This is an optimization exercise on Yosys and OpenROAD, whose aim is small area, not a production implementation. Function was checked by simulation only, so behaviour that the tests miss may differ from the original.

==> indigo <==
// tpms_decoder
module tpms_decoder (
    input  wire        clk,
    input  wire        rst,
    input  wire        cmd_valid,
    input  wire [34:0] cmd,
    output wire        out_valid,
    output wire [31:0] rec_sensor_id,
    output wire [15:0] rec_pressure,
    output wire [15:0] rec_temperature,
    output wire [1:0]  rec_battery,
    output wire [63:0] rec_raw_bits,
    output wire [15:0] rec_raw_count
);
==> module tpms_decoder, before the edit <==
module tpms_decoder (
    input  wire        clk,
    input  wire        rst,
    input  wire        cmd_valid,
    input  wire [34:0] cmd,
    output wire        out_valid,
    output wire [31:0] rec_sensor_id,
    output wire [15:0] rec_pressure,
    output wire [15:0] rec_temperature,
    output wire [1:0]  rec_battery,
    output wire [63:0] rec_raw_bits,
    output wire [15:0] rec_raw_count
);
    reg        live;        
    reg        act;         
    reg        phase;       
    reg [6:0]  cnt;         
    reg [59:0] acc_n;       
    reg [7:0]  crc;
    reg        vld;
    wire [1:0]  op    = cmd[34:33];
    wire        level = cmd[32];
    wire [31:0] d     = cmd[31:0];
    wire        opnd0 = (cmd[32:0] == 33'd0);
    wire feed  = cmd_valid & (op == 2'b00);
    wire alloc = cmd_valid & (op == 2'b10) & opnd0;
    wire rstc  = cmd_valid & (op == 2'b01) & opnd0;
    wire freec = cmd_valid & (op == 2'b11) & opnd0;
    wire dsm  = (d[31:10] == 22'd0);
    wire [9:0] dl = d[9:0];
    wire w_short = dsm & (dl >= 10'd63)  & (dl <= 10'd183);
    wire w_long  = dsm & (dl >= 10'd184) & (dl <= 10'd304);
    wire w_start = dsm & (dl >= 10'd428) & (dl <= 10'd548);
    wire b      = ~acc_n[0];
    wire e      = b ^ phase;                  
    wire ok     = (level == e) & (w_short | (w_long & ~phase));
    wire shift  = phase | ~w_short;           
    wire bitv   = ~level;
    wire pre    = (cnt[6:3] == 4'd0);
    wire last   = cnt[6] & cnt[1] & cnt[0];    
    wire kill   = ~ok | (shift & pre & ~level) | (shift & last);
    wire       in_c     = (cnt[6:3] == 4'd1);
    wire       fb       = crc[7] & ~pre;
    wire [7:0] crc_step = {crc[6:0], 1'b0} ^ {5'b0, fb, fb, fb} ^
                          (in_c ? {bitv, 2'b00, bitv, bitv, 3'b000} : {7'b0, bitv});
    wire       crc_ok   = (crc_step == 8'd0);
    always @(posedge clk) begin
        if (feed & shift) begin
            acc_n <= {acc_n[58:0], level};
            crc <= crc_step;
        end
        if (rst) begin
            live <= 1'b0;
            vld  <= 1'b0;
        end else begin
            if (alloc)
                live <= 1'b1;
            else if (freec)
                live <= 1'b0;
            vld <= feed & live & act & ok & shift & last & crc_ok;
        end
        if (alloc | rstc)
            act <= 1'b0;
        else if (feed)
            act <= act ? ~kill : (level & w_start);
        if (!act) begin
            phase <= 1'b0;
            cnt   <= 7'd0;
        end else if (feed) begin
            phase <= ~phase & w_short;
            if (shift)
                cnt <= cnt + 7'd1;
        end
    end
    wire [59:0] f = ~acc_n & {60{vld}};
    wire [15:0] t = {8'h00, f[7:0]} - 16'd50;
    assign out_valid       = vld;
    assign rec_sensor_id   = {8'h00, f[41:18]};
    assign rec_pressure    = {7'h00, f[17:9]};
    assign rec_temperature = t & {16{vld}};
    assign rec_battery     = {vld, 1'b0};
    assign rec_raw_bits    = {4'h0, f};
    assign rec_raw_count   = {10'd0, vld, vld, vld, vld, 2'b00};
endmodule
Settings: LEC_CHECK=0, CAP_MARGIN=20, CORE_MARGIN=2, CORE_UTILIZATION=40, SLEW_MARGIN=20; clock period 8.0 ns.
standard.sh (not shown) runs the stock make flow with config.mk's settings and CLKGATE_MAP_FILE= SYNTH_SCRIPT=/design/flow/synth_recipe.tcl, a recipe that flattens the netlist after the stock synthesis.
==> flow/flow/run.sh <==
#!/bin/bash
# The standard layout, with each port buffered by a sky130_fd_sc_hd__buf_1
# (buffer_ports otherwise picks clkdlybuf4s50_1, a larger delay buffer).
set -euo pipefail
export BUFFER_PORTS_ARGS="-buffer_cell sky130_fd_sc_hd__buf_1"
bash standard.sh > standard.log 2>&1
==> inputs of nickel, as changes to indigo <==
--- a/flow/design.v
+++ b/flow/design.v
@@ -19,3 +19,2 @@
     reg [7:0]  crc;
-    reg        vld;
     wire [1:0]  op    = cmd[34:33];
@@ -29,6 +28,7 @@
     wire dsm  = (d[31:10] == 22'd0);
-    wire [9:0] dl = d[9:0];
-    wire w_short = dsm & (dl >= 10'd63)  & (dl <= 10'd183);
-    wire w_long  = dsm & (dl >= 10'd184) & (dl <= 10'd304);
-    wire w_start = dsm & (dl >= 10'd428) & (dl <= 10'd548);
+    wire [3:0] h  = d[9:6];
+    wire [5:0] lo = d[5:0];
+    wire w_short = dsm & (((h == 4'd0) & (&lo)) | (h == 4'd1) | ((h == 4'd2) & (lo <= 6'd55)));
+    wire w_long  = dsm & (((h == 4'd2) & (lo > 6'd55)) | (h == 4'd3) | ((h == 4'd4) & (lo <= 6'd48)));
+    wire w_start = dsm & (((h == 4'd6) & (lo >= 6'd44)) | (h == 4'd7) | ((h == 4'd8) & (lo <= 6'd36)));
     wire b      = ~acc_n[0];
@@ -45,3 +45,2 @@
                           (in_c ? {bitv, 2'b00, bitv, bitv, 3'b000} : {7'b0, bitv});
-    wire       crc_ok   = (crc_step == 8'd0);
     always @(posedge clk) begin
@@ -51,13 +50,9 @@
         end
-        if (rst) begin
+        if (rst)
             live <= 1'b0;
-            vld  <= 1'b0;
-        end else begin
-            if (alloc)
-                live <= 1'b1;
-            else if (freec)
-                live <= 1'b0;
-            vld <= feed & live & act & ok & shift & last & crc_ok;
-        end
-        if (alloc | rstc)
+        else if (alloc)
+            live <= 1'b1;
+        else if (freec)
+            live <= 1'b0;
+        if (rst | alloc | rstc)
             act <= 1'b0;
@@ -70,3 +65,3 @@
             phase <= ~phase & w_short;
-            if (shift)
+            if (shift & ok)
                 cnt <= cnt + 7'd1;
@@ -74,4 +69,13 @@
     end
-    wire [59:0] f = ~acc_n & {60{vld}};
-    wire [15:0] t = {8'h00, f[7:0]} - 16'd50;
+    wire        vld = live & cnt[6] & cnt[2] & (crc == 8'd0);    
+    wire [59:0] f   = ~acc_n & {60{vld}};
+    wire [7:0] g  = ~acc_n[7:0];
+    wire       c3 = g[2] | g[1];
+    wire       c4 = g[3] | c3;
+    wire       c5 = g[4] & c4;
+    wire       c6 = g[5] & c5;
+    wire       c7 = g[6] | c6;
+    wire       c8 = g[7] | c7;
+    wire [15:0] t = {{8{~c8}}, ~(g[7] ^ c7), ~(g[6] ^ c6), g[5] ^ c5, g[4] ^ c4,
+                     ~(g[3] ^ c3), ~(g[2] ^ g[1]), ~g[1], g[0]};
     assign out_valid       = vld;
==> flow/flow/run.sh (replaced) <==
#!/bin/bash
# The standard layout, with these changes:
# - each port is buffered by a sky130_fd_sc_hd__buf_1 (buffer_ports would
#   otherwise pick clkdlybuf4s50_1, a larger delay buffer);
# - clock tree synthesis without dummy loads;
# - the constant outputs share the synthesis's single tie cell instead of
#   getting one tie cell each.
set -euo pipefail
export BUFFER_PORTS_ARGS="-buffer_cell sky130_fd_sc_hd__buf_1"
export CTS_ARGS="-sink_clustering_enable -repair_clock_nets -dont_use_dummy_load -buf_list sky130_fd_sc_hd__clkbuf_8"
export SKIP_REPAIR_TIE_FANOUT=1
bash standard.sh > standard.log 2>&1
CAP_MARGIN = 0   (was 20)
SLEW_MARGIN = 0   (was 20)
==> summary of the runs <==
Between nickel and indigo, the lower synthesized cell count is in nickel (gap about 3.6%, measured against indigo). Final cell count: nickel is smaller than indigo (8.1%). Worst setup slack: indigo is lower than nickel (0.67 ns). In nickel the sequential cell count is lower than in indigo, by 1.

## what the ideal ports hide
The flow's constraints put no driver on any port. The routed layouts listed below were extracted and timed again, unchanged, in two steps.
Step 1: set_driving_cell puts a clkbuf_16 on clk and a buf_2 on each other input, an assumption about the parent block.
Step 2 moves the port delays by t, midway between the first and last clock arrival at a register: inputs arrive t later, outputs are due t later. That takes back most of the time a late clock gives input paths.
a / b / c = ideal / step 1 / step 2; a / b = the first two.
run	t (ns)	slack for setup (ns)	latest minus earliest clock arrival (ns)	slew at the worst register clock pin (ns)
indigo	0.369	3.470 / 3.440 / 3.809	0.007 / 0.007	0.09 / 0.09
nickel	0.362	4.143 / 4.114 / 4.219	0.024 / 0.024	0.09 / 0.09
After both steps every run listed still meets setup and hold.
